Source: an optimization exercise on an open RTL-to-GDS flow (aim: small area, a short achievable clock period and few clock cycles per item). Production flows keep margins and buffers that such runs may drop. The RTL was checked by simulation tests, not by an equivalence proof against the original design.

==> flow/design.v <==
module shse_fp_round #(
    parameter W = 48
) (
    input                    sgn,
    input  signed [11:0]     e0,
    input         [W-1:0]    m,
    output        [31:0]     y
);
    integer i;
    reg [6:0] lz;
    always @* begin
        lz = W[6:0];
        for (i = 0; i < W; i = i + 1)
            if (m[i]) lz = W[6:0] - 1 - i[6:0];
    end
    wire        [W-1:0] n = m << lz;
    wire signed [12:0]  e = e0 - $signed({6'd0, lz});
    wire signed [12:0] rs_full = 13'sd1 - e;
    wire [6:0] rs = (e >= 13'sd1)   ? 7'd0 :
                    (rs_full >= W)  ? W[6:0] : rs_full[6:0];
    wire [W-1:0] d         = n >> rs;
    wire         sticky_sh = |(n & ~({W{1'b1}} << rs));
    wire [23:0] mant = d[W-1:W-24];
    wire        g    = d[W-25];
    wire        st   = (|d[W-26:0]) | sticky_sh;
    wire        rnd  = g & (st | mant[0]);
    wire [7:0]  base = (e >= 13'sd1) ? e[7:0] - 8'd1 : 8'd0;
    wire [31:0] mag  = {1'b0, base, 23'd0} + {8'd0, mant} + {31'd0, rnd};
    assign y = (m == {W{1'b0}} || mag[30:0] == 31'd0) ? 32'd0 : {sgn, mag[30:0]};
endmodule
module shse_fp_mul (
    input  [31:0] a,
    input  [31:0] b,
    output [31:0] y
);
    wire [7:0]  ea = a[30:23];
    wire [7:0]  eb = b[30:23];
    wire [23:0] ma = {ea != 8'd0, a[22:0]};
    wire [23:0] mb = {eb != 8'd0, b[22:0]};
    wire [7:0]  xa = (ea == 8'd0) ? 8'd1 : ea;
    wire [7:0]  xb = (eb == 8'd0) ? 8'd1 : eb;
    wire [47:0]        p  = ma * mb;
    wire signed [11:0] e0 = $signed({4'd0, xa}) + $signed({4'd0, xb}) - 12'sd126;
    shse_fp_round #(.W(48)) u_round (
        .sgn (a[31] ^ b[31]),
        .e0  (e0),
        .m   (p),
        .y   (y)
    );
endmodule
module shse_fp_add (
    input  [31:0] a,
    input  [31:0] b,
    output [31:0] y
);
    wire        swap = a[30:0] < b[30:0];
    wire [31:0] big  = swap ? b : a;
    wire [31:0] sml  = swap ? a : b;
    wire [7:0]  eg = big[30:23];
    wire [7:0]  es = sml[30:23];
    wire [23:0] mg = {eg != 8'd0, big[22:0]};
    wire [23:0] ms = {es != 8'd0, sml[22:0]};
    wire [7:0]  xg = (eg == 8'd0) ? 8'd1 : eg;
    wire [7:0]  xs = (es == 8'd0) ? 8'd1 : es;
    wire [7:0]  dx = xg - xs;
    wire [49:0] ms_ext  = {ms, 26'd0};
    wire [5:0]  sh      = (dx >= 8'd50) ? 6'd50 : dx[5:0];
    wire [49:0] al      = ms_ext >> sh;
    wire        sticky  = |(ms_ext & ~({50{1'b1}} << sh));
    wire [50:0] al_s    = {1'b0, al[49:1], al[0] | sticky};
    wire [50:0] mg_ext  = {1'b0, mg, 26'd0};
    wire        sub = big[31] ^ sml[31];
    wire [50:0] sum = sub ? (mg_ext - al_s) : (mg_ext + al_s);
    wire signed [11:0] e0 = $signed({4'd0, xg}) + 12'sd1;
    shse_fp_round #(.W(51)) u_round (
        .sgn (big[31]),
        .e0  (e0),
        .m   (sum),
        .y   (y)
    );
endmodule
module shse_smoother (
    input             clk,
    input             rst,
    input             in_valid,
    output            in_ready,
    input      [1:0]  in_op,
    input      [4:0]  in_band,
    input      [31:0] in_data,
    output reg        out_valid,
    output reg [31:0] out_data
);
    localparam OP_STEP     = 2'd0;
    localparam OP_READ     = 2'd1;
    localparam OP_SETALPHA = 2'd2;
    localparam OP_SEED     = 2'd3;
    localparam [31:0] ALPHA_RESET = 32'h3F4CCCCD;   
    localparam [31:0] OMA_RESET   = 32'h3E4CCCCC;   
    localparam [31:0] FP_ONE      = 32'h3F800000;
    wire [1023:0] sm_flat;    
    reg [31:0] alpha;
    reg [31:0] oma;
    assign in_ready = 1'b1;
    wire [31:0] cur = sm_flat[{in_band, 5'd0} +: 32];
    wire [31:0] p_old;    
    wire [31:0] p_new;    
    shse_fp_mul u_mul_old (.a(alpha), .b(cur),     .y(p_old));
    shse_fp_mul u_mul_new (.a(oma),   .b(in_data), .y(p_new));
    wire        is_setalpha = (in_op == OP_SETALPHA);
    wire [31:0] add_a = is_setalpha ? FP_ONE : p_old;
    wire [31:0] add_b = is_setalpha ? {~in_data[31], in_data[30:0]} : p_new;
    wire [31:0] sum;
    shse_fp_add u_add (.a(add_a), .b(add_b), .y(sum));
    wire accept = in_valid & in_ready;
    always @(posedge clk) begin
        if (rst) begin
            alpha     <= ALPHA_RESET;
            oma       <= OMA_RESET;
            out_valid <= 1'b0;
        end else begin
            out_valid <= accept;
            if (accept) begin
                case (in_op)
                    OP_STEP:     out_data <= sum;
                    OP_READ:     out_data <= cur;
                    OP_SETALPHA: begin
                        alpha    <= in_data;
                        oma      <= sum;
                        out_data <= sum;
                    end
                    default:     out_data <= in_data;
                endcase
            end
        end
    end
    genvar gb;
    generate
        for (gb = 0; gb < 32; gb = gb + 1) begin : g_band
            reg [31:0] sm;
            always @(posedge clk) begin
                if (!rst && accept) begin
                    if (in_op == OP_SEED)
                        sm <= in_data;
                    else if (in_op == OP_STEP && in_band == gb)
                        sm <= sum;
                end
            end
            assign sm_flat[32*gb +: 32] = sm;
        end
    endgenerate
endmodule
==> flow/run.sh <==
#!/bin/bash
# synth_recipe.tcl (not shown) runs the flow's synth.tcl, then flattens the netlist and writes it again
# the make line also repeats each setting of config.mk as NAME=value (left out here)
make -C /OpenROAD-flow-scripts/flow DESIGN_CONFIG=/design/flow/config.mk WORK_HOME=/design/flow/orfs CLKGATE_MAP_FILE= SYNTH_SCRIPT=/design/flow/synth_recipe.tcl finish
==> flow/config.mk <==
export PLATFORM = sky130hd
export DESIGN_NAME = shse_smoother
export DESIGN_NICKNAME = shse_smoother
export VERILOG_FILES = /design/flow/design.v
export SDC_FILE = /design/flow/constraint.sdc
export NUM_CORES = 4
export LEC_CHECK = 0
export CAP_MARGIN = 20
export CORE_MARGIN = 2
export CORE_UTILIZATION = 40
export SETUP_SLACK_MARGIN = 2
export SLEW_MARGIN = 20
==> flow/constraint.sdc <==
create_clock -name core_clock -period 60.0 [get_ports {clk}]
set_input_delay 12.0000 -clock core_clock [delete_from_list [all_inputs] [get_ports {clk}]]
set_output_delay 12.0000 -clock core_clock [all_outputs]
set_load 0.01 [all_outputs]
==> report_table.html <==
<table>
<tr><th>Metric</th><th>Value</th></tr>
<tr><th colspan="2">Worst setup path</th></tr>
<tr><td>Depth of the most critical reg-to-reg path</td><td>162</td></tr>
<tr><td>Critical R2R Capture</td><td>g_band[4].sm[31]$_DFFE_PP_</td></tr>
<tr><td>Kind of cell adding the most delay to the critical path</td><td>compound AO/OA/AOI/OAI gates</td></tr>
<tr><td>CP Launch Type</td><td>primary input</td></tr>
<tr><td>Setup slack, reg-to-reg</td><td>15.75 ns</td></tr>
<tr><td>Critical Path Sink Type</td><td>register</td></tr>
<tr><td>Cell repeated most along the worst path</td><td>nor2_1</td></tr>
<tr><td>Cell with the largest stage delay on the worst path</td><td>a2111oi_4</td></tr>
<tr><td>Logic depth of the worst setup path including buffers</td><td>163</td></tr>
<tr><td>Crit path buf inv count</td><td>16</td></tr>
<tr><td>Path type of the worst setup path</td><td>primary input to register</td></tr>
<tr><td>Worst EP arrival</td><td>56.08 ns</td></tr>
<tr><td>Slowest cell delay on critical path</td><td>0.83 ns</td></tr>
<tr><td>Largest fanout on the critical path</td><td>69</td></tr>
<tr><td>WP data required</td><td>60.43 ns</td></tr>
<tr><td>Reg2reg start</td><td>oma[28]$_SDFFE_PP1P_</td></tr>
<tr><th colspan="2">Logic synthesis</th></tr>
<tr><td>Most area-consuming cells after synthesis</td><td>edfxtp_1 24%, fa_1 15%, mux4_2 5.6%, ha_1 4.7%, nand2_1 4.3%</td></tr>
<tr><td>Leading register cell type out of synthesis</td><td>edfxtp_1</td></tr>
<tr><td>Number of flip-flops and latches in the synthesized netlist</td><td>1121</td></tr>
<tr><td>Part of the Yosys area used for sequential elements</td><td>0.2533</td></tr>
<tr><td>Synthesized area per cell</td><td>9.218 sq um</td></tr>
<tr><td>Fraction of registers with async set/reset</td><td>0</td></tr>
<tr><td>Number of synthesized flops with an enable pin</td><td>1056</td></tr>
<tr><td>Count of mapped cells out of synthesis</td><td>14.14k</td></tr>
<tr><td>Synthesized area</td><td>0.1303 sq mm</td></tr>
<tr><td>Yosys synthesis warning count</td><td>3</td></tr>
<tr><td>Yosys cell types</td><td>153</td></tr>
<tr><td>Top cell type's share of synthesized area</td><td>0.2433</td></tr>
<tr><td>Largest area contributor in the netlist</td><td>edfxtp_1</td></tr>
<tr><td>Syn nets</td><td>15.64k</td></tr>
<tr><th colspan="2">Timing</th></tr>
<tr><td>Rel. slew slack</td><td>0.1516</td></tr>
<tr><td>Period utilisation layout</td><td>0.9276</td></tr>
<tr><td>Final hold violations</td><td>0</td></tr>
<tr><td>Clock Skew</td><td>0.09433 ns</td></tr>
<tr><td>Worst Hold Margin</td><td>0.4784 ns</td></tr>
<tr><td>Setup violators final</td><td>0</td></tr>
<tr><td>Pins over their slew limit</td><td>0</td></tr>
<tr><td>Time the final worst path needs with I/O delays and setup</td><td>55.65 ns</td></tr>
<tr><td>Slew @ Worst Pin</td><td>1.267 ns</td></tr>
<tr><td>Setup repair after global routing missed its margin</td><td>false</td></tr>
<tr><td>Post-route setup slack</td><td>4.346 ns</td></tr>
<tr><td>Total negative setup slack</td><td>0 ns</td></tr>
<tr><td>FMAX</td><td>17.97 MHz</td></tr>
<tr><th colspan="2">CTS</th></tr>
<tr><td>CTS H-Tree Depth</td><td>3</td></tr>
<tr><td>Maximum clock path buffer count</td><td>3</td></tr>
<tr><td>Clock transition time at the flip-flop clock pins of the worst setup and hold paths</td><td>0.07 ns</td></tr>
<tr><td>Clock latency (worst-skew pair)</td><td>0.76 ns</td></tr>
<tr><td>Cell at the root of the clock tree</td><td>clkbuf_16</td></tr>
<tr><td>TritonCTS buffer count</td><td>103</td></tr>
<tr><td>Clock tree from TritonCTS</td><td>built</td></tr>
<tr><td>Clock tree sinks</td><td>1121</td></tr>
<tr><th colspan="2">Flow run</th></tr>
<tr><td>Max-cap viol count</td><td>0</td></tr>
<tr><th colspan="2">Finish</th></tr>
<tr><td>Layout cell share with drive strength beyond 1</td><td>0.1065</td></tr>
<tr><td>Nets</td><td>15.35k</td></tr>
<tr><td>Most frequent cells in the layout</td><td>1496 x nand2_1, 1093 x inv_1, 1056 x edfxtp_1</td></tr>
<tr><td>Leading cell type in the layout, fill and taps excluded</td><td>nand2_1</td></tr>
<tr><td>Layout area overhead</td><td>7.666%</td></tr>
<tr><th colspan="2">Placement</th></tr>
<tr><td>Worst slack after detailed placement</td><td>3.323 ns</td></tr>
<tr><td>Final HPWL from detailed placement</td><td>415.6 mm</td></tr>
<tr><td>Port Buf Inserts</td><td>74</td></tr>
<tr><td>RePlAce Congestion</td><td>1.085</td></tr>
<tr><th colspan="2">Detailed routing</th></tr>
<tr><td>DRC violation total after the first TritonRoute iteration</td><td>16.73k</td></tr>
<tr><td>Routed wire per std cell</td><td>31.15 um</td></tr>
<tr><td>Per-cell via count in the routed design</td><td>6.650</td></tr>
<tr><td>DRC</td><td>0</td></tr>
<tr><td>Number of detailed-routing iterations run before antenna repair</td><td>10</td></tr>
<tr><td>Final antenna-violating net count</td><td>0</td></tr>
<tr><td>Sum of routed wire length over all layers</td><td>569.7 mm</td></tr>
<tr><td>Via Count</td><td>121.6k</td></tr>
<tr><th colspan="2">Die</th></tr>
<tr><td>Full die area</td><td>0.3304 sq mm</td></tr>
<tr><td>Number of rows created at floorplan</td><td>209</td></tr>
<tr><td>Number of top-level design ports</td><td>76</td></tr>
<tr><td>Effective utilization at floorplan</td><td>0.4019</td></tr>
<tr><td>Horizontal extent of the die</td><td>574.8 um</td></tr>
<tr><td>Die outline height</td><td>574.8 um</td></tr>
<tr><td>Std-Cell Core Area</td><td>0.3243 sq mm</td></tr>
<tr><th colspan="2">Hold path</th></tr>
<tr><td>Startpoint of the lowest-slack hold path</td><td>alpha[3]$_SDFFE_PP1P_</td></tr>
<tr><td>Cell count of the worst hold path</td><td>1</td></tr>
<tr><td>Hold endpoint</td><td>alpha[3]$_SDFFE_PP1P_</td></tr>
<tr><td>Path category of the worst min-delay check</td><td>register to register</td></tr>
<tr><th colspan="2">Global route</th></tr>
<tr><td>Maximum number of pins on one net before global-route repair</td><td>110</td></tr>
<tr><td>Remaining Overflow, GRT</td><td>0</td></tr>
<tr><td>Via count of the first global-routing pass</td><td>117.6k</td></tr>
<tr><td>Global-route wire length before repair</td><td>829.3 mm</td></tr>
<tr><td>Number of antenna violations at the first check in global routing</td><td>31</td></tr>
<tr><td>Overall routing resource usage</td><td>0.3358</td></tr>
<tr><th colspan="2">Status</th></tr>
<tr><td>Result of the run</td><td>no timing/DRC/antenna violations</td></tr>
</table>
-- synthesized netlist by cell type (118+ instances only) --
library cell / instances
a21o_1: 125
fa_1: 971
o21ai_0: 474
nand2_1: 1502
nor4_1: 147
a31oi_1: 143
mux4_2: 322
clkbuf_1: 616
nor3_1: 457
o22ai_1: 118
ha_1: 488
a211oi_1: 217
buf_2: 157
nor2_1: 989
and2_1: 671
edfxtp_1: 1056
mux2i_1: 231
o211ai_1: 170
xnor2_1: 161
nand3_1: 408
inv_1: 1095
a22oi_1: 120
nand4_1: 154
and3_1: 119
a21oi_1: 728
-- how the worst max path moves through the flow --
| stage | from | endpoint | slack [ns] |
|---|---|---|---|
| after floorplan | in_band[0] | g_band[0].sm[31]$_DFFE_PP_ | 8.34 |
| after global placement | in_band[0] | g_band[22].sm[1]$_DFFE_PP_ | 3.83 |
| after detailed placement | in_band[0] | g_band[17].sm[1]$_DFFE_PP_ | 3.32 |
| after CTS | in_band[0] | g_band[8].sm[1]$_DFFE_PP_ | 3.97 |
| after global routing | in_band[0] | g_band[8].sm[31]$_DFFE_PP_ | 2.01 |
| final | in_data[29] | g_band[4].sm[31]$_DFFE_PP_ | 4.35 |
-- layout make-up --
| class | instances | area, sq um |
|---|---|---|
| Tap cell | 4325 | 5411 |
| Inverter | 1111 | 4170 |
| Multi-Input combinational cell | 11000 | 90130 |
| Timing Repair Buffer | 519 | 4030 |
| Clock buffer | 126 | 2725 |
| Fill cell | 31830 | 183900 |
| Sequential cell | 1121 | 33010 |
| Antenna cell | 21 | 52.55 |
| Clock inverter | 67 | 792.0 |
-- logic make-up after synthesis --
group,share of synthesized area
AO/OA/AOI/OAI,0.1959
XOR/XNOR,0.01819
adder cells (fa/ha/maj),0.1962
buffers and inverters,0.06160
flip-flops,0.2533
multiplexers,0.08329
other,0.00002877
AND/OR/NAND/NOR,0.1915
-- routing by layer --
| metal | part of all wire | GRT usage |
|---|---|---|
| met2 | 0.43 | 0.5063 |
| met3 | 0.10 | 0.06195 |
| met1 | 0.40 | 0.4524 |
| met5 | 0.00013 | 0 |
| met4 | 0.068 | 0.1937 |
-- through the flow --
| step | area [sq um] | std cells | utilization |
|---|---|---|---|
| 2_1_floorplan | 130300 | 14140 | - |
| 3_3_place_gp | 136500 | 18070 | 0.4209 |
| 3_5_place_dp | 136500 | 18070 | 0.4210 |
| 4_1_cts | 140000 | 18260 | 0.4319 |
| 5_1_grt | 140300 | 18270 | 0.4326 |
| 6_report | 140300 | 18290 | 0.4327 |
-- sequential cells by signal, summed over array words and instances, names as in the netlist --
register / count
alpha: 32
g_band.sm: 1024
oma: 32
out_data: 32
out_valid: 1
-- what timing repair did --
action                     4_1_cts  5_1_grt
setup endpoints to repair        0      769
buffers inserted                 0        1
hold buffers                     0        0
gates resized for setup          0       23
Testbench counts, summed over its fixed seeds: cycles 7,076, items 7,072.

-- separate check: timing with driven ports --
No port has a modelled driver above. Below, the same layout with a new extraction and two added sets of constraints.
Step 1: set_driving_cell puts a clkbuf_16 on clk and a buf_2 on each other input, an assumption about the parent block.
Step 2 moves the port delays by t, midway between the first and last clock arrival at a register: inputs arrive t later, outputs are due t later. That takes back most of the time a late clock gives input paths.
Three values: ideal, step 1, step 2; two values: the first two.
shift t [ns]: 0.774
slack for setup (ns): 4.346 / 4.380 / 3.606
slew at the worst register clock pin (ns): 0.08 / 0.08
After both steps setup and hold are still met in this run. For this run, drivers alone change the setup slack by +0.034 ns; drivers and shift together by -0.740 ns.
